From an optimization exercise on the open Yosys and OpenROAD flow, aimed at small area, a short achievable clock period and few clock cycles; shortcuts taken in it are not production practice. At most, simulation tests tie the RTL to the original design; equivalence was not proved. Power figures rest on the tool's default switching activity, not on a simulated workload.

Design romdec, start of the top module:
module romdec (
    input  wire        clk,
    input  wire        rst,
    input  wire        start,
    input  wire [2:0]  unit,
    input  wire [15:0] maxlen,
    input  wire [15:0] in_len,
    input  wire [15:0] bias,
    output wire        busy,
    output wire        done,
    output wire [3:0]  code,
    output wire [15:0] count,
    output wire [31:0] fault_info,
    output reg         in_re,
    output reg  [15:0] in_addr,
    input  wire [7:0]  in_rdata,
    output reg         out_we,
    output reg  [15:0] out_waddr,
    output reg  [7:0]  out_wdata,
    output reg         out_re,
    output reg  [15:0] out_raddr,
    input  wire [7:0]  out_rdata
);
    localparam C_NONE = 4'd0, C_OK = 4'd1, C_UNDERRUN = 4'd2, C_BADREF = 4'd3,
               C_BOUND = 4'd4, C_CEILING = 4'd5, C_BADHDR = 4'd8, C_BADCMD = 4'd9;
    localparam [5:0]
        K_INIT = 6'd0,
        K_TOK  = 6'd1,    
        K_B1   = 6'd2,    
        K_C1   = 6'd3,    
        K_C0   = 6'd4,    
        K_LIT  = 6'd5,    
        K_OFF  = 6'd6,    
        K_LO   = 6'd7,
        K_HI   = 6'd8,
        K_N    = 6'd9,
        X_CHK  = 6'd10,   
        X_RUN  = 6'd11,   
        S_INIT = 6'd12,
        S_B0   = 6'd13,
        S_B1   = 6'd14,
        S_B2   = 6'd15,
  ...
Size in the first run: ~180 I/O pins.
Settings: LEC_CHECK=0, CAP_MARGIN=20, CORE_MARGIN=2, CORE_UTILIZATION=30, PLACE_DENSITY=0.5, SLEW_MARGIN=20; clock period 8.0 ns.
run.sh (not shown) runs the stock make flow with config.mk's settings and CLKGATE_MAP_FILE= SYNTH_SCRIPT=/design/flow/synth_recipe.tcl, a recipe that flattens the netlist after the stock synthesis.
The first run finished with timing, DRC and antenna clean.
Then changed:
- SETUP_SLACK_MARGIN: default -> 4.5
What happened: The changed run ran to the end with no violations. Critical path depth goes down by 3. Worst setup slack gets better by 1.9 ns. Final cell count goes up by 9.8%. Area after synthesis does not change. Synthesized cell count stays the same. Die area stays the same. Core utilization goes up by 9.5 points.
No run of this note included a check of the RTL's function; only the layout flow was run.

* * *

Another version of the RTL of romdec (not shown whole).
For scale: ~230 flip-flops, roughly 180 I/O pins, roughly 20000 µm² of cells after synthesis.
// romdec
module romdec (
    input  wire        clk,
    input  wire        rst,
    input  wire        start,
    input  wire [2:0]  unit,
    input  wire [15:0] maxlen,
    input  wire [15:0] in_len,
    input  wire [15:0] bias,
    output wire        busy,
    output wire        done,
    output wire [3:0]  code,
    output wire [15:0] count,
    output wire [31:0] fault_info,
    output reg         in_re,
    output reg  [15:0] in_addr,
    input  wire [7:0]  in_rdata,
    output reg         out_we,
    output reg  [15:0] out_waddr,
    output reg  [7:0]  out_wdata,
    output reg         out_re,
    output reg  [15:0] out_raddr,
    input  wire [7:0]  out_rdata
);
export LEC_CHECK = 0
export CAP_MARGIN = 20
export CORE_MARGIN = 2
export CORE_UTILIZATION = 40
export PLACE_DENSITY = 0.6
export SETUP_SLACK_MARGIN = 4.4
export SLEW_MARGIN = 20
export TNS_END_PERCENT = 0
create_clock -name core_clock -period 8.0 [get_ports {clk}]
Testbench counts at the start, summed over its fixed seeds: cycles 511,665.
Change:
--- a/flow/config.mk
+++ b/flow/config.mk
@@ -10,5 +10,5 @@
 export CORE_UTILIZATION = 40
-export PLACE_DENSITY = 0.6
+export CTS_BUF_LIST = sky130_fd_sc_hd__clkbuf_8
+export PLACE_DENSITY = 0.7
 export SETUP_SLACK_MARGIN = 4.4
 export SLEW_MARGIN = 20
-export TNS_END_PERCENT = 0
After rerunning: Cell count goes up by 2.2%; routed wire length goes up by 3.9%; maximum frequency goes up by 3.0%; worst hold slack degrades by 0.012 ns; sequential power barely changes; global-route usage goes up by 0.84 points; utilization goes up by 0.98 points.

* * *

v24:
romdec, a different RTL version from the one above (not shown whole).
Size in the first run: ~2400 cells after synthesis, roughly 180 I/O pins, about 0.020 mm2 of cells after synthesis.
clock: 8.0 ns
lec_check: 0
cap_margin: 20
core_margin: 2
core_utilization: 40
place_density: 0.6
setup_slack_margin: 3.5
slew_margin: 20
Testbench counts of v24, summed over its fixed seeds: cycles 511,377.
For v26, these inputs were changed with respect to v24:
Settings: SETUP_SLACK_MARGIN now 2.5, was 3.5.
Findings:
- v26 — via count 200 lower, v24 as reference
- In terms of detailed-route wire length, v24 and v26 differ only marginally.
- For the transition time of the tightest slew-check pin, v26 came in 0.12 ns higher than v24 did.
- Clock skew | v26 above v24
- The count of clock-buffer cells in the layout in v26 sits about 2.6% below the value recorded for v24.
- Required time of the worst setup path: v26 vs v24 down 0.02 ns
- Taking v24 as the reference, in v26 part of the cycle the worst path needs now larger, final area lower, largest net degree at the start of global routing shows an increase of 21%.
- Diff v24 -> v26: length of routed met2 wiring shows no meaningful change; maximum frequency shows a reduction of 17%.

* * *

RTL: one of the versions met above, not the one the previous note started from.
Size: about 2400 cells after synthesis, about 230 flip-flops, ~180 I/O pins, about 0.020 mm2 of cells after synthesis.
Settings: LEC_CHECK=0, CAP_MARGIN=20, CORE_MARGIN=2, CORE_UTILIZATION=40, CTS_BUF_LIST=sky130_fd_sc_hd__clkbuf_8, PLACE_DENSITY=0.5, SETUP_SLACK_MARGIN=4.4, SLEW_MARGIN=20; clock period 8.0 ns.
The first run finished with timing, DRC and antenna clean.
Testbench counts at the start, summed over its fixed seeds: cycles 511,665.
Edit:
- PLACE_DENSITY: 0.5 -> 0.6
The changed run completed with no timing, DRC or antenna violations.
Core utilization decreases by 0.69 points.
Synthesized area stays the same.
Cell area decreases by 1.4%.
Die area stays the same.
Total power decreases by 1.1%.
Non-clock buffer count decreases by 18.
Clock skew stays flat.
Worst hold slack improves by 0.067 ns.
Global-route usage decreases by 1.6 points.

* * *

== build 91 ==
Starting RTL as in the previous note.
==> flow/design.v (excerpt) <==
module romdec (
    input  wire        clk,
    input  wire        rst,
    input  wire        start,
    input  wire [2:0]  unit,
    input  wire [15:0] maxlen,
    input  wire [15:0] in_len,
    input  wire [15:0] bias,
    output wire        busy,
    output wire        done,
    output wire [3:0]  code,
    output wire [15:0] count,
    output wire [31:0] fault_info,
    output reg         in_re,
    output reg  [15:0] in_addr,
    input  wire [7:0]  in_rdata,
    output reg         out_we,
    output reg  [15:0] out_waddr,
    output reg  [7:0]  out_wdata,
    output reg         out_re,
    output reg  [15:0] out_raddr,
    input  wire [7:0]  out_rdata
);
    localparam C_NONE = 4'd0, C_OK = 4'd1, C_UNDERRUN = 4'd2, C_BADREF = 4'd3,
               C_BOUND = 4'd4, C_CEILING = 4'd5, C_BADHDR = 4'd8, C_BADCMD = 4'd9;
    localparam [5:0]
        K_INIT = 6'd0,
        K_TOK  = 6'd1,    
        K_B1   = 6'd2,    
        K_C1   = 6'd3,    
        K_C0   = 6'd4,    
        K_LIT  = 6'd5,    
        K_OFF  = 6'd6,    
        K_LO   = 6'd7,
        K_HI   = 6'd8,
        K_N    = 6'd9,
        X_CHK  = 6'd10,   
        X_RUN  = 6'd11,   
        S_INIT = 6'd12,
        S_B0   = 6'd13,
        S_B1   = 6'd14,
        S_B2   = 6'd15,
        S_TOK  = 6'd16,
        S_RH   = 6'd17,
        D_INIT = 6'd18,
        D_LO   = 6'd19,
        D_HI   = 6'd20,
        E_INIT = 6'd21,
        E_H0   = 6'd22,
        E_H1   = 6'd23,
        E_H2   = 6'd24,
        E_H3   = 6'd25,
        E_H4   = 6'd26,
        E_H5   = 6'd27,
        E_B2   = 6'd28,
        E_TOK  = 6'd29,
        E_TH   = 6'd30,
        E_FL   = 6'd31,
        E_RAW  = 6'd32,
        E_V    = 6'd33,
        E_WH   = 6'd34,
        E_WL   = 6'd35,
        D_W    = 6'd36,
        D_END  = 6'd37,
        S_B3   = 6'd38,
        E_LT   = 6'd39,
        S_W    = 6'd40;
    reg        busy_q, done_q;
    reg [5:0]  ph;
    reg [3:0]  code_q;
    reg        kb;         
    reg        sx;         
    reg [2:0]  ut;         
    reg [15:0] ra;         
    reg [7:0]  hd, nd;     
    reg        hv, nv;     
    reg        iv;         
    reg        rpe;        
  ...
clock: 8.0 ns
lec_check: 0
cap_margin: 20
core_margin: 2
core_utilization: 40
place_density: 0.6
setup_slack_margin: 4.7
slew_margin: 20
Build 91 went all the way through the flow, and no timing, DRC or antenna check failed.
Testbench counts of build 91, summed over its fixed seeds: cycles 511,665.
Inputs modified between build 91 and build 50:
# build 91
export LEC_CHECK = 0
export CAP_MARGIN = 20
export CORE_MARGIN = 2
export CORE_UTILIZATION = 40
export PLACE_DENSITY = 0.6
export SETUP_SLACK_MARGIN = 4.7
export SLEW_MARGIN = 20
create_clock -name core_clock -period 8.0 [get_ports {clk}]
# build 50
export LEC_CHECK = 0
export CAP_MARGIN = 20
export CORE_MARGIN = 2
export CORE_UTILIZATION = 45
export PLACE_DENSITY = 0.65
export SETUP_SLACK_MARGIN = 4.4
export SLEW_MARGIN = 20
create_clock -name core_clock -period 8.0 [get_ports {clk}]
==> results.txt <==
- Number of antenna diodes in build 50 is 1 above build 91.
- Measured against build 91, the count of clock-buffer cells in the layout of build 50 comes out at 1.15 times the reference value.
- Per the comparison of build 50 with build 91, multi-input combinational cell count ~0 delta, final area -about 8%, area used by multi-input combinational logic -about 6%, critical path depth in cells -12, first-pass GRT wire length -8000 um.
- Diff build 91 and build 50: wire length reported by the detailed router higher in build 91
- Fmax: build 50 < build 91
- Having completed the whole flow, build 50 delivered a layout that passed the timing, design-rule and antenna checks.
- Build 50 vs build 91, instance count: build 50 lower
### build 50 -> build 66
# build 50
export LEC_CHECK = 0
export CAP_MARGIN = 20
export CORE_MARGIN = 2
export CORE_UTILIZATION = 45
export PLACE_DENSITY = 0.65
export SETUP_SLACK_MARGIN = 4.4
export SLEW_MARGIN = 20
create_clock -name core_clock -period 8.0 [get_ports {clk}]
# build 66
export LEC_CHECK = 0
export CAP_MARGIN = 20
export CORE_MARGIN = 2
export CORE_UTILIZATION = 40
export PLACE_DENSITY = 0.6
export SETUP_SLACK_MARGIN = 4.4
export SLEW_MARGIN = 20
create_clock -name core_clock -period 8.0 [get_ports {clk}]
### Flow results
Clock tree buffer count of the final layout: build 66 > build 50
Diff build 50 -> build 66: width of the chip shows an increase of 6.0%, first-pass GRT wire length shows an increase of about 0.8%, routed wire length shows no meaningful change, power share of the clock group shows no meaningful change.

[what the ideal ports hide]
In the flow no input, the clock included, has a driving cell. The finished layouts below were timed again as built, in two steps. Step 1 assumes that a clkbuf_16 drives the clock port and a buf_2 every other input. Step 2 times the ports against the registers' clock, not the clock port: input delays grow and output delays shrink by t, the midpoint of the rising clock arrivals with the driver on. Slacks: ideal ports / drivers / drivers and shift; pairs: ideal ports / drivers.
| run | t (ns) | setup WS [ns] | latest minus earliest clock arrival (ns) | worst data-port slew with drivers (ns) | cell pins on the clock port's net |
|---|---|---|---|---|---|
| the first run of note 1 | 0.647 | 1.832 / 1.832 / 1.696 | 0.026 / 0.026 | 0.05 | 1 |
| the second run of note 1 | 0.637 | 3.689 / 3.708 / 3.071 | 0.019 / 0.019 | 0.06 | 1 |
| the first run of note 2 | 0.633 | 4.265 / 4.209 / 3.724 | 0.023 / 0.023 | 0.07 | 1 |
| the second run of note 2 | 0.698 | 4.375 / 4.320 / 3.847 | 0.050 / 0.050 | 0.06 | 1 |
| v24 | 0.638 | 3.558 / 3.557 / 2.952 | 0.018 / 0.018 | 0.06 | 1 |
| v26 | 0.629 | 2.645 / 2.680 / 2.051 | 0.029 / 0.029 | 0.06 | 1 |
| the first run of note 4 | 0.699 | 4.411 / 4.354 / 3.837 | 0.037 / 0.037 | 0.06 | 1 |
| the second run of note 4 | 0.718 | 4.429 / 4.370 / 3.812 | 0.034 / 0.034 | 0.07 | 1 |
| build 91 | 0.680 | 4.488 / 4.488 / 4.150 | 0.044 / 0.044 | 0.07 | 1 |
| build 50 | 0.647 | 4.386 / 4.324 / 3.841 | 0.017 / 0.017 | 0.05 | 1 |
| build 66 | 0.645 | 4.433 / 4.371 / 3.860 | 0.023 / 0.023 | 0.07 | 1 |
After both steps every run listed still meets setup and hold. The setup slack of the second run of note 1, which loses most, moves by +0.019 ns with the drivers and by -0.618 ns with both steps.
